What follows belongs to an exercise in optimizing a design on an open flow for small area; a production flow would make more cautious choices.
In this exercise RTL edits were held to simulation tests only and were not proved equivalent to the original.
Power is estimated from default activity; no workload was simulated.

==> flow/design.v <==
module ck16v_rca #(parameter integer W = 8) (
    input  wire [W-1:0] a,
    input  wire [W-1:0] b,
    input  wire         ci,
    output wire [W-1:0] s,
    output wire         co
);
    wire [W:0] c;
    assign c[0] = ci;
    genvar i;
    generate
        for (i = 0; i < W; i = i + 1) begin : g
            assign s[i]   = a[i] ^ b[i] ^ c[i];
            assign c[i+1] = (a[i] & b[i]) | (c[i] & (a[i] ^ b[i]));
        end
    endgenerate
    assign co = c[W];
endmodule
module ck16v (
    input  wire              clk,
    input  wire              rst,
    input  wire              tick,
    input  wire [31:0]       enc_pos,
    input  wire              dec_req,
    input  wire              frame_present,
    input  wire [95:0]       fb,
    output wire              dec_ack,
    output wire              result_valid,
    output wire [7:0]        result_code,
    input  wire              cal_req,
    output wire              cal_ack,
    output wire              speed_set_stb,
    output wire [7:0]        speed_set_id,
    output wire [7:0]        speed_set_pct,
    output wire [7:0]        speed_set_dir,
    output wire              angle_set_stb,
    output wire [15:0]       angle_set_angle,
    output wire [7:0]        angle_set_dir,
    output wire              horn_stb,
    output wire [16:0]       horn_ms,
    output wire              light_stb,
    output wire [1:0]        light_ch,
    output wire              light_on,
    input  wire [31:0]       enc_payload,
    input  wire [7:0]        enc_id,
    output wire [95:0]       enc_frame,
    output wire [15:0]       enc_ck,
    output wire              busy,
    output wire              calibrated,
    output wire [1:0]        ctl_state,
    output wire [2:0]        ctl_status,
    output wire [6:0]        act_duty,
    output wire              act_dir
);
    wire [9:0] es0, es1, es2, es3;
    wire       eco0, eco1, eco2, eco3;
    ck16v_rca #(10) u_e0 (.a({2'b0, enc_payload[7:0]}),   .b({2'b0, enc_payload[15:8]}),
                          .ci(1'b1), .s(es0), .co(eco0));
    ck16v_rca #(10) u_e1 (.a(es0), .b({2'b0, enc_payload[23:16]}), .ci(1'b0), .s(es1), .co(eco1));
    ck16v_rca #(10) u_e2 (.a(es1), .b({2'b0, enc_payload[31:24]}), .ci(1'b0), .s(es2), .co(eco2));
    ck16v_rca #(10) u_e3 (.a(es2), .b({2'b0, enc_id}),              .ci(1'b0), .s(es3), .co(eco3));
    wire [15:0] enc_sum = {5'd0, eco3, es3};
    assign enc_ck    = enc_sum;
    assign enc_frame = {16'h0D0A, enc_sum, 8'd1, enc_payload, enc_id, 16'hAA55};
    reg [1:0]  state;       
    reg [2:0]  status;
    reg        duty;        
    reg        dir;
    reg [6:0]  cnt;
    reg [32:0] x2;          
    reg [31:0] x3;          
    reg        kc;          
    reg [4:0]  ga;          
    reg        gdir;        
    wire idle = ~state[0];
    assign busy       = state[0];
    assign calibrated = state[1];
    assign ctl_state  = state;
    assign ctl_status = status;
    assign act_duty   = {1'b0, duty, duty, 2'b00, duty, 1'b0};
    assign act_dir    = dir;
    wire [7:0]  f_id    = fb[23:16];
    wire [7:0]  p0      = fb[31:24];
    wire [7:0]  p1      = fb[39:32];
    wire [7:0]  p2      = fb[47:40];
    wire [7:0]  p3      = fb[55:48];
    wire [7:0]  f_count = fb[63:56];
    wire [15:0] f_cks   = fb[79:64];
    wire [10:0] ds0, ds1, ds2, ds3, ds4;
    wire        dco0, dco1, dco2, dco3, dco4;
    ck16v_rca #(11) u_d0 (.a({3'b0, p0}), .b({3'b0, p1}), .ci(1'b0), .s(ds0), .co(dco0));
    ck16v_rca #(11) u_d1 (.a(ds0), .b({3'b0, p2}),      .ci(1'b0), .s(ds1), .co(dco1));
    ck16v_rca #(11) u_d2 (.a(ds1), .b({3'b0, p3}),      .ci(1'b0), .s(ds2), .co(dco2));
    ck16v_rca #(11) u_d3 (.a(ds2), .b({3'b0, f_id}),    .ci(1'b0), .s(ds3), .co(dco3));
    ck16v_rca #(11) u_d4 (.a(ds3), .b({3'b0, f_count}), .ci(1'b0), .s(ds4), .co(dco4));
    wire cks_ok = ({5'd0, ds4} == f_cks);
    wire marks_ok = (fb[15:0] == 16'hAA55) && (fb[95:80] == 16'h0D0A);
    wire ang_ok   = p2[7] ? (p2 == 8'hFF && p1 >= 8'h60) : (p2 == 8'h00 && p1 <= 8'd25);
    reg [3:0] rc;
    always @(*) begin
        if (!frame_present)
            rc = 4'd1;
        else if (!marks_ok)
            rc = 4'd2;
        else if (!cks_ok)
            rc = 4'd3;
        else begin
            case (f_id)
                8'd1: begin
                    if (p0 != 8'd1 && p0 != 8'd2)      rc = 4'd5;
                    else if (p1 > 8'd100)              rc = 4'd6;
                    else if (p2 != 8'd0 && p2 != 8'd1) rc = 4'd7;
                    else                               rc = 4'd0;
                end
                8'd2:    rc = ang_ok ? 4'd0 : 4'd8;
                8'd3:    rc = p1[7] ? 4'd9 : 4'd0;
                8'd4:    rc = (p1 > 8'd7) ? 4'd10 : 4'd0;
                8'd5:    rc = 4'd0;
                default: rc = 4'd4;
            endcase
        end
    end
    assign cal_ack      = ~rst & idle & cal_req;
    assign dec_ack      = ~rst & idle & ~cal_req & dec_req;
    assign result_valid = dec_ack;
    assign result_code  = dec_ack ? {4'd0, rc} : 8'd0;
    wire dec_ok = dec_ack && (rc == 4'd0);
    assign speed_set_stb   = dec_ok && (f_id == 8'd1);
    assign speed_set_id    = p0;
    assign speed_set_pct   = p1;
    assign speed_set_dir   = p2;
    assign angle_set_stb   = dec_ok && (f_id == 8'd2);
    assign angle_set_angle = {p2, p1};
    assign angle_set_dir   = p3;
    assign horn_stb        = dec_ok && (f_id == 8'd3);
    wire [13:0] horn_s;
    wire        horn_co;
    ck16v_rca #(14) u_h (.a({p1[6:0], p1[6:0]}), .b(~{5'b00000, p1[6:0], 2'b00}),
                         .ci(1'b1), .s(horn_s), .co(horn_co));
    assign horn_ms         = {horn_s, 3'b000};
    assign light_stb       = dec_ok && (f_id == 8'd4);
    assign light_ch        = p1[2:1];
    assign light_on        = ~p1[0];
    wire [31:0] e = enc_pos;
    wire [32:0] d0;
    wire        d0_co;
    ck16v_rca #(33) u_d0s (.a({e[31], e}), .b(~{x3[31], x3}), .ci(1'b1), .s(d0), .co(d0_co));
    wire near2 = (&d0[32:1]) | ~(|d0[32:1]) | (d0 == 33'd2);
    wire [32:0] rng;
    wire        rng_co;
    ck16v_rca #(33) u_rng (.a({e[31], e}), .b(~x2), .ci(1'b1), .s(rng), .co(rng_co));
    wire [32:0] ssum;
    wire        ssum_co;
    ck16v_rca #(33) u_sum (.a({e[31], e}), .b(x2), .ci(1'b0), .s(ssum), .co(ssum_co));
    wire [32:0] dp = d0 ^ {33{~gdir}};
    wire [36:0] n9;       
    wire        n9_co;
    ck16v_rca #(34) u_n9 (.a({{4{dp[32]}}, dp[32:3]}), .b({dp[32], dp}), .ci(1'b0),
                          .s(n9[36:3]), .co(n9_co));
    assign n9[2:0] = dp[2:0];
    wire [38:0] n45;      
    wire        n45_co;
    ck16v_rca #(37) u_n45 (.a({{2{n9[36]}}, n9[36:2]}), .b(n9), .ci(1'b0),
                           .s(n45[38:2]), .co(n45_co));
    assign n45[1:0] = n9[1:0];
    wire [31:0] r = x2[31:0];
    wire [31:0] pp0 = ga[0] ? r : 32'd0;
    wire [31:0] pp1 = ga[1] ? r : 32'd0;
    wire [31:0] pp2 = ga[2] ? r : 32'd0;
    wire [31:0] pp3 = ga[3] ? r : 32'd0;
    wire [31:0] pp4 = ga[4] ? r : 32'd0;
    wire [31:0] m1s; wire m1c;
    ck16v_rca #(32) u_m1 (.a({1'b0, pp0[31:1]}), .b(pp1), .ci(1'b0), .s(m1s), .co(m1c));
    wire [33:0] m1 = {m1c, m1s, pp0[0]};
    wire [31:0] m2s; wire m2c;
    ck16v_rca #(32) u_m2 (.a(m1[33:2]), .b(pp2), .ci(1'b0), .s(m2s), .co(m2c));
    wire [34:0] m2 = {m2c, m2s, m1[1:0]};
    wire [31:0] m3s; wire m3c;
    ck16v_rca #(32) u_m3 (.a(m2[34:3]), .b(pp3), .ci(1'b0), .s(m3s), .co(m3c));
    wire [35:0] m3 = {m3c, m3s, m2[2:0]};
    wire [31:0] m4s; wire m4c;
    ck16v_rca #(32) u_m4 (.a(m3[35:4]), .b(pp4), .ci(1'b0), .s(m4s), .co(m4c));
    wire [36:0] prod = {m4c, m4s, m3[3:0]};
    wire [41:0] w;
    wire        w_co;
    ck16v_rca #(42) u_w (.a({{1{n45[38]}}, n45, 2'b00}), .b(~{5'd0, prod}), .ci(1'b1),
                         .s(w), .co(w_co));
    reg signed [11:0] lo, hi;
    always @(*) begin
        case ({gdir, kc})
            2'b10:   begin lo = -12'sd719;  hi = 12'sd540; end
            2'b11:   begin lo = -12'sd539;  hi = 12'sd720; end
            2'b00:   begin lo = -12'sd899;  hi = 12'sd360; end
            default: begin lo = -12'sd1079; hi = 12'sd180; end
        endcase
    end
    wire w_neg   = w[41];
    wire w_small = w_neg ? (&w[41:11]) : ~(|w[41:11]);   
    wire signed [11:0] wl = w[11:0];
    wire below   = w_neg & (~w_small | (wl < lo));
    wire above   = ~w_neg & (~w_small | (wl > hi));
    wire in_tol  = ~below & ~above;
    wire fault   = x2[32];
    wire cnt_full = &cnt;
    wire [6:0] cnt_inc = cnt + 7'd1;
    wire match  = cnt[6] & near2;
    wire sweep  = duty;                  
    wire limit  = match & cnt_full;
    wire [31:0] u_half = ssum[32:1];
    always @(posedge clk) begin
        if (rst) begin
            state  <= 2'd0;
            status <= 3'd0;
            duty   <= 1'b0;
            dir    <= 1'b0;
        end else if (idle) begin
            if (cal_req) begin
                state  <= 2'd1;
                cnt    <= 7'd0;
                dir    <= 1'b0;
                duty   <= 1'b1;
                status <= 3'd0;
            end else if (angle_set_stb) begin
                ga   <= p2[7] ? 5'd0 : p1[4:0];
                gdir <= (p3 == 8'd1);
                cnt  <= 7'd0;
                if (state == 2'd0) begin
                    status <= 3'd3;
                end else begin
                    state  <= 2'd3;
                    status <= 3'd0;
                end
            end
        end else if (tick) begin
            if (state == 2'd1) begin
                if (!sweep) begin
                    if (cnt_full) begin
                        dir  <= 1'b1;
                        duty <= 1'b1;
                        cnt  <= 7'd0;
                    end else begin
                        cnt <= cnt_inc;
                    end
                end else if (limit) begin
                    duty <= 1'b0;
                    if (!dir) begin
                        x2  <= {e[31], e};
                        cnt <= 7'd28;
                    end else begin
                        x2     <= rng;
                        x3     <= u_half;
                        kc     <= ssum[0] & ssum[32];
                        state  <= 2'd2;
                        status <= 3'd1;
                    end
                end else begin
                    x3  <= e;
                    cnt <= match ? cnt_inc : 7'd118;
                end
            end else begin
                if (!duty && !cnt[6]) begin
                    if (fault || in_tol) begin
                        state  <= 2'd2;
                        status <= fault ? 3'd4 : 3'd2;
                    end else begin
                        dir  <= ~(gdir ^ below);
                        duty <= 1'b1;
                        cnt  <= 7'd123;
                    end
                end else begin
                    if (cnt_full) begin
                        duty <= 1'b0;
                        cnt  <= duty ? 7'd123 : 7'd0;
                    end else begin
                        cnt <= cnt_inc;
                    end
                end
            end
        end
    end
endmodule
==> flow/run.sh <==
#!/bin/bash
# synth_recipe.tcl (not shown) runs the flow's synth.tcl, then flattens the netlist and writes it again
# the make line also repeats each setting of config.mk as NAME=value (left out here)
make -C /OpenROAD-flow-scripts/flow DESIGN_CONFIG=/design/flow/config.mk WORK_HOME=/design/flow/orfs CLKGATE_MAP_FILE= SYNTH_SCRIPT=/design/flow/synth_recipe.tcl finish
==> flow/config.mk <==
export PLATFORM = sky130hd
export DESIGN_NAME = ck16v
export DESIGN_NICKNAME = ck16v
export VERILOG_FILES = /design/flow/design.v
export SDC_FILE = /design/flow/constraint.sdc
export NUM_CORES = 4
export LEC_CHECK = 0
export CAP_MARGIN = 20
export CORE_MARGIN = 2
export CORE_UTILIZATION = 40
export SLEW_MARGIN = 20
==> flow/constraint.sdc <==
create_clock -name core_clock -period 70.0 [get_ports {clk}]
set_input_delay 14.0000 -clock core_clock [delete_from_list [all_inputs] [get_ports {clk}]]
set_output_delay 14.0000 -clock core_clock [all_outputs]
set_load 0.01 [all_outputs]
==> impl_metrics.json <==
{
  "grt.overflow.total": 0,
  "cts_tree": "yes",
  "start_util": 0.404,
  "hold_path_depth": 2,
  "p_sw_frac": 0.458,
  "timing.slew.headroom": 0.370,
  "crit_cells": 23,
  "grt_start_max_net_pins": 65,
  "hold_viol_final": 0,
  "drt_iter0_drc": 501,
  "start_kind": "input pin",
  "ys_types": 66,
  "synth_compound_area_frac": 0.0383,
  "path_common_cell": "fa_1",
  "hpwlAfterDp_um": 38600,
  "area_growth_pct": 17.9,
  "cts_sinks": 86,
  "first_global_vias": 12900,
  "yosys.area_share.simple": 0.124,
  "synth_common_cells": "fa_1 (388), inv_1 (352), buf_4 (172), nand2_1 (116), and2_1 (104)",
  "finalMaxSlewViolations": 0,
  "htree_levels": 3,
  "peakVddDrop_mv": 0.0244,
  "cap_viol_max_count": 0,
  "ys_top_cells_by_area": "fa_1 (45%), edfxtp_1 (14%), inv_1 (7.6%)",
  "drc": 0,
  "yosysWarnings": 1,
  "die_area_um2": 45100,
  "post_drt_wl_per_cell_um": 17.7,
  "io_pins": 384,
  "worst_pin_slew_ns": 0.945,
  "path_delay_family": "adder cells",
  "p_int_w": 0.000285,
  "status": "complete, no violations",
  "portBuffers": 322,
  "place_congestion": 0.874,
  "antenna_found_initial": 1,
  "critPathKind": "input pin to output port",
  "max_freq_ghz": 0.0273,
  "postCtsHoldBufs": 0,
  "crit_path_cell_trace": "clkdlybuf4s50_1, fa_1, inv_1, fa_1, fa_1, inv_1, fa_1, fa_1, fa_1, fa_1, fa_1, fa_1, fa_1, ha_1, fa_1, ha_1, xor2_1, nor4_1, nand4_1, nor4_1, and4_1, and2_1, clkdlybuf4s50_1",
  "ys_seq_elements": 86,
  "hold_path_class": "register to register",
  "ant_nets": 0,
  "drive_gt1_frac": 0.0213,
  "synth.top_cell.area_share": 0.447,
  "cts.clk_slew.worst_paths_ns": 0.07,
  "seq_area_frac_synth": 0.145,
  "synthMuxAreaShare": 0.0121,
  "core-area_um2": 43000,
  "synth-adder-area-share": 0.489,
  "pre_cts_ws_ns": 33.29,
  "p_per_area_nw_per_um2": 25.7,
  "fin_tns_setup_ns": 0,
  "row_count": 76,
  "avgSynthCellArea_um2": 10.3,
  "cts-root-buf": "clkbuf_16",
  "worstPathRequired_ns": 56.00,
  "finalSetupViolCount": 0,
  "setup_ws_ns": 33.35,
  "ff2ff_path_depth": 57,
  "synth_top_family_by_area": "adder cells",
  "rsz0062_at_grt": "false",
  "cp_slowest_stage_delay_ns": 0.78,
  "skew_ns": 0.0145,
  "cp-end-kind": "output port",
  "synthCells": 1679,
  "comb_power_share": 0.791,
  "clockPowerShare": 0.099,
  "routed-via-count": 11600,
  "power.leakage_nw": 8.92,
  "routed_wl_um": 43600,
  "synth_most_common_cell": "fa_1",
  "pwr-share-seq": 0.110,
  "synth-edff-count": 79,
  "insertion_delay_ns": 0.36,
  "worst-path-buf-inv": 4,
  "synth-main-ff-cell": "edfxtp_1",
  "avgViaCountPerCell": 4.70,
  "cpMaxStageDelayCell": "clkdlybuf4s50_1",
  "switching_power_w": 0.000241,
  "arrival_ns": 22.65,
  "dieWidth_um": 212,
  "die_h_um": 212,
  "track_usage": 0.205,
  "synthXorXnorAreaFrac": 0.0311,
  "cts_resized": 0,
  "first_pass_iters": 5,
  "cts_made_buffers": 9,
  "syn-cell-area_um2": 17400,
  "nets": 2491,
  "post-cts-setup-buffer-count": 0,
  "fin_crit_sh": 0.524,
  "synth_top_area_cell": "fa_1",
  "fin_crit_ns": 36.65,
  "cp_max_fo": 10,
  "async_flop_share": 0,
  "grt_pass1_wl_um": 70500,
  "ctsLongestPathBuffers": 2
}
==> cell type report <==
cell class                      instances  area [µm²]
Fill cell                            4130       22500
Multi-Input combinational cell       1090       12300
Timing Repair Buffer                  330        3280
Sequential cell                        86        2510
Inverter                              354        1330
Tap cell                              585         732
Clock buffer                           11         243
Clock inverter                          5        65.1
Antenna cell                            1        2.50
==> routing by layer <==
layer	global-route usage	share of wire	wire [µm]	vias up
met5	0	0	0	-
met4	0.0646	0.028	1240	0
met3	0.0222	0.039	1700	38
met2	0.389	0.55	23900	316
met1	0.243	0.39	16800	5886
li1	-	-	-	5328
==> worst min-delay path: stages (launching register included) <==
cell and delay [ns]:
dfxtp_1 0.32, inv_1 0.06, o41ai_1 0.07
==> per-stage QoR <==
step            util  power [W]  std cells  hold WS [ns]  instance area (µm²)
6_report       0.476   0.000525       2462         0.493                20500
5_1_grt        0.476   0.000593       2462         0.536                20500
4_1_cts        0.476   0.000535       2461         0.493                20500
3_5_place_dp   0.469   0.000480       2445         0.478                20200
3_3_place_gp   0.469   0.000470       2445         0.471                20200
2_1_floorplan      -   0.000363       1738         0.482                17600
==> state kept, by name, indices dropped and copies added (netlist names) <==
| name | cells |
|---|---|
| cnt | 7 |
| dir | 1 |
| duty | 1 |
| ga | 5 |
| gdir | 1 |
| kc | 1 |
| state | 2 |
| status | 3 |
| x2 | 33 |
| x3 | 32 |
==> path summary, 6_finish.rpt <==
check                          from                endpoint  slack, ns
max                          fb[33]           speed_set_stb      33.35
min          status[0]$_SDFFE_PP0P_  status[0]$_SDFFE_PP0P_       0.49
max reg2reg         x3[0]$_DFFE_PP_    cnt[0]$_SDFFCE_PN0P_      48.96
min reg2reg  status[0]$_SDFFE_PP0P_  status[0]$_SDFFE_PP0P_       0.49
==> cell usage in the layout, fill, tap and decap left out, types with 5 or more instances in the layout <==
| master | netlist | layout |
|---|---|---|
| conb_1 | 2 | 61 |
| clkdlybuf4s50_1 | 0 | 322 |
| and3_1 | 7 | 7 |
| and2_1 | 104 | 103 |
| mux2i_1 | 21 | 21 |
| o21ai_0 | 46 | 46 |
| xnor2_1 | 45 | 45 |
| dfxtp_1 | 7 | 7 |
| nor3_1 | 18 | 18 |
| inv_1 | 352 | 352 |
| nor4b_1 | 5 | 5 |
| ha_1 | 58 | 58 |
| nor2_1 | 42 | 42 |
| edfxtp_1 | 79 | 79 |
| fa_1 | 388 | 388 |
| nand4_1 | 24 | 24 |
| clkbuf_16 | 0 | 9 |
| buf_4 | 172 | 8 |
| nor4bb_1 | 6 | 6 |
| nand2_1 | 116 | 116 |
| a21oi_1 | 35 | 35 |
| nor4_1 | 20 | 20 |
| xor2_1 | 14 | 14 |
| nand3_1 | 9 | 9 |
| nand2b_1 | 5 | 5 |
==> cells by family (layout without fill, tap and decap cells) <==
logic type	after synthesis	count (layout)
AO/OA/AOI/OAI	111	111
XOR/XNOR	60	60
adder cells (fa/ha/maj)	446	446
buffers and inverters	562	700
flip-flops	86	86
multiplexers	21	21
other	2	62
AND/OR/NAND/NOR	391	391
==> power by group through the flow <==
| stage | sequential (W) | combinational (W) | clock [W] |
|---|---|---|---|
| 2_1_floorplan | 0.0000586 | 0.000304 | 0 |
| 3_3_place_gp | 0.0000589 | 0.000411 | 0 |
| 3_5_place_dp | 0.0000590 | 0.000421 | 0 |
| 4_1_cts | 0.0000578 | 0.000424 | 0.0000535 |
| 5_1_grt | 0.0000579 | 0.000480 | 0.0000547 |
| 6_report | 0.0000578 | 0.000416 | 0.0000520 |

-- static timing again, ports no longer ideal --
Ports are ideal in the flow. The routed layout listed here was re-timed in OpenROAD.
Step 1 sets driving cells, clkbuf_16 on the clock port and buf_2 on the other inputs (assumed; they add their load-dependent delay and slew).
Step 2 adds t to the input delays and takes it off the output delays; t is the mean of the earliest and latest rising clock arrival at the registers after step 1. Input paths then give back, and output paths get back, about the clock's delay inside the block.
Three values: ideal ports, drivers, drivers and shift; two values: the first two.
t, ns: 0.398
setup slack, ns: 33.346 / 33.320 / 33.320
slew at the worst register clock pin (ns): 0.07 / 0.07
After both steps setup and hold are still met in this run. The setup slack of this run moves by -0.026 ns with the drivers and by -0.026 ns with both steps.
